What follows belongs to an exercise in optimizing a design on an open flow for small area, a short achievable clock period and few clock cycles; a production flow would make more cautious choices. In this exercise RTL edits were held to simulation tests only and were not proved equivalent to the original. Power and IR drop assume default switching activity.

Setup of job 7742:
==> flow/design.v (excerpt) <==
module owc #(
    parameter [7:0] FAMILY_A = 8'h10,
    parameter [7:0] FAMILY_B = 8'h28
) (
    input             clk,
    input             rst,         
    input             cmd_valid,
    input      [15:0] cmd,
    output reg        rsp_valid,
    output     [15:0] rsp,
    output            bus_req,
    output     [1:0]  bus_op,      
    output            bus_wbit,
    input             bus_ack,
    input             bus_rbit
);
For scale: ~1500 cells after synthesis, about 290 flip-flops, about 42 I/O pins, about 16000 um2 of cells after synthesis.
==> flow/config.mk <==
export PLATFORM = sky130hd
export DESIGN_NAME = owc
export DESIGN_NICKNAME = owc
export VERILOG_FILES = /design/flow/design.v
export SDC_FILE = /design/flow/constraint.sdc
export NUM_CORES = 4
export LEC_CHECK = 0
export CAP_MARGIN = 20
export CORE_MARGIN = 2
export CORE_UTILIZATION = 60
export CTS_BUF_LIST = sky130_fd_sc_hd__clkbuf_8
export CTS_CLUSTER_DIAMETER = 50
export CTS_CLUSTER_SIZE = 14
export PLACE_DENSITY = 0.75
export SLEW_MARGIN = 20
export TNS_END_PERCENT = 0
==> flow/constraint.sdc <==
create_clock -name core_clock -period 18.0 [get_ports {clk}]
set_input_delay 3.6000 -clock core_clock [delete_from_list [all_inputs] [get_ports {clk}]]
set_output_delay 3.6000 -clock core_clock [all_outputs]
set_load 0.01 [all_outputs]
standard.sh (not shown) runs the stock make flow with config.mk's settings and CLKGATE_MAP_FILE= SYNTH_SCRIPT=/design/flow/synth_recipe.tcl, a recipe that flattens the netlist after the stock synthesis.
==> flow/flow/run.sh <==
#!/bin/bash
set -euo pipefail
bash standard.sh \
    SETUP_SLACK_MARGIN=13 \
    "BUFFER_PORTS_ARGS=-buffer_cell sky130_fd_sc_hd__buf_2" \
    finish > flow_make.log 2>&1
Testbench counts of job 7742, summed over its fixed seeds: cycles 38,903.
--- input diff job 7742..job 4562 ---
Settings: GPL_TIMING_DRIVEN now 1, previously not set; PLACE_DENSITY now 0.8, was 0.75; TNS_END_PERCENT now 10, was 0; ABC_AREA now 1, previously not set; CORE_UTILIZATION now 65, was 60.
==> results.txt <==
- Job 4562: full flow OK, the timing, design-rule and antenna checks passed
- Looking at critical path's slowest cell, the sky130_fd_sc_hd__a2111o_1 result is from job 7742; the sky130_fd_sc_hd__a211oi_2 one comes from job 4562.
- Re post-detailed-route count of antenna-violating nets: no difference whatsoever between job 4562 and job 7742.
- [compare] base=job 7742 new=job 4562: global routing usage summed across all routing layers went up 2.6 points; number of standard cells after synthesis went up 116.
- Comparing job 7742 against job 4562, there is no change at all in sequential cell count.
- Job 4562 vs job 7742: number of multi-input combinational cells up slightly
- On routed wire length, the higher figure sits with job 7742, not job 4562.
- Looking only at endpoint required time on the critical path, and setting everything else aside, the lower value of job 4562 and job 7742 goes to job 7742.
- Between job 4562 and job 7742, the final worst setup slack is higher for job 4562.
- The final reports for job 4562 and job 7742 show post-synthesis instance area lower in the former.
- [diff] number of design-rule violations left by the first detailed-router iteration, job 4562 relative to job 7742: improvement
Relative to job 4562, the following input files were edited for job 3875:
Settings: PLACE_DENSITY now 0.85, was 0.8; TNS_END_PERCENT now 25, was 10; CORE_UTILIZATION now 70, was 65.
Results
Job 3875: no failed stages, no open violations at the end. In the tables for job 3875 and job 4562, met2 wire length reads lower with job 4562. Higher area growth from synthesis to layout was reported by job 3875, not job 4562. As far as worst hold path depth goes, job 4562 and job 3875 are indistinguishable; the numbers are identical.
Input changes introduced in job 2105 (baseline for comparison: job 3875):
Settings: CORE_UTILIZATION: 70 -> 60; PLACE_DENSITY: 0.85 -> 0.75; GPL_TIMING_DRIVEN: 1 -> unset; TNS_END_PERCENT: 25 -> 30.
## What came out
- Looking at number of antenna violations at the first check in global routing, job 2105 sits 2 below job 3875.
- The wire length of the first global-routing pass reported for job 2105 is smaller than that of job 3875 by 1.6%.
- Measured against each other, job 3875 and job 2105 differ in total power, the higher figure coming from job 2105.
- From job 3875 to job 2105, sequential cell count did not move at all.
- Post-layout worst setup margin delta for job 2105 relative to job 3875: 79 ps higher
- Job 3875 -> job 2105: power attributed to the clock group increased by a little under 10%
- Going from job 3875 to job 2105, post-route clock skew moved up, first-iteration DRC count moved down, post-layout instance area level, achievable clock frequency moved up.
Edits applied to the flow inputs when going from job 2105 to job 2383:
Settings: changing TNS_END_PERCENT from 30 to 0.
Findings:
The flow did not stop early for job 2383: all stages ran, and the layout cleared the timing, design-rule and antenna checks. On initial antenna violation count: between job 2105 and job 2383, it ends up lower for job 2383. Job 2383 vs. job 2105: sequential power essentially unchanged; net switching power figure decreased 0.70%.

========
Starting RTL as in the previous note.
export LEC_CHECK = 0
export ABC_AREA = 1
export CAP_MARGIN = 20
export CORE_MARGIN = 2
export CORE_UTILIZATION = 65
export CTS_BUF_LIST = sky130_fd_sc_hd__clkbuf_8
export CTS_CLUSTER_DIAMETER = 50
export CTS_CLUSTER_SIZE = 14
export GPL_ROUTABILITY_DRIVEN = 0
export GPL_TIMING_DRIVEN = 1
export PLACE_DENSITY = 0.8
export SLEW_MARGIN = 20
export TNS_END_PERCENT = 10
create_clock -name core_clock -period 18.0 [get_ports {clk}]
Scripts as last shown in full above: flow/flow/run.sh
The starting point finished with timing, DRC and antenna clean.
Testbench counts at the start, summed over its fixed seeds: cycles 38,903.
Rerun with:
--- a/flow/flow/run.sh
+++ b/flow/flow/run.sh
@@ -4 +4 @@
-    SETUP_SLACK_MARGIN=13 \
+    SETUP_SLACK_MARGIN=12.5 \
Settings changed: GPL_ROUTABILITY_DRIVEN 0 to unset.
Result: The new run finished clean; core utilization shrinks by 2.7 points; design area shrinks by a few percent; die area is unchanged.
Rerun with:
--- a/flow/flow/run.sh
+++ b/flow/flow/run.sh
@@ -4 +4 @@
-    SETUP_SLACK_MARGIN=12.5 \
+    SETUP_SLACK_MARGIN=14 \
=>
- clock-buffer cell count fell by 1
- setup slack gets better by 0.50 ns
- die area stays the same
- core utilization rose by 5.5 points
- cell area rose by 7.6%
- cell count rose by 2.8%
- wire length rose by 7.9%
- synthesized area does not change
- non-clock buffer count rose by 56
- critical path depth rose by 4
- synthesized cell count stays the same

## afterwards: timing with drivers on the ports
The results above use ideal ports. As a check the final layouts listed here were re-extracted and re-timed, cells and wires unchanged.
Step 1 sets driving cells, clkbuf_16 on the clock port and buf_2 on the other inputs (assumed; they add their load-dependent delay and slew).
Step 2 moves the port delays by t, midway between the first and last clock arrival at a register: inputs arrive t later, outputs are due t later. That takes back most of the time a late clock gives input paths.
Slacks: ideal / step 1 / step 2; pairs: ideal / step 1.
| run | t (ns) | setup slack, ns | worst register clock-pin slew, ns | worst slew at a driven data input, ns |
|---|---|---|---|---|
| job 7742 | 0.649 | 12.396 / 12.400 / 11.751 | 0.09 / 0.09 | 0.05 |
| job 4562 | 0.634 | 12.894 / 12.888 / 12.254 | 0.10 / 0.10 | 0.07 |
| job 3875 | 0.638 | 12.829 / 12.823 / 12.185 | 0.10 / 0.10 | 0.07 |
| job 2105 | 0.651 | 12.908 / 12.902 / 12.251 | 0.10 / 0.10 | 0.07 |
| job 2383 | 0.639 | 12.843 / 12.841 / 12.201 | 0.10 / 0.10 | 0.06 |
| the first run of note 2 | 0.623 | 12.885 / 12.883 / 12.260 | 0.09 / 0.09 | 0.08 |
| the second run of note 2 | 0.631 | 12.382 / 12.403 / 11.772 | 0.10 / 0.10 | 0.07 |
| the third run of note 2 | 0.637 | 12.879 / 12.875 / 12.237 | 0.10 / 0.10 | 0.07 |
After both steps every run listed still meets setup and hold. For job 2105, which loses most, drivers alone change the setup slack by -0.006 ns; drivers and shift together by -0.657 ns.
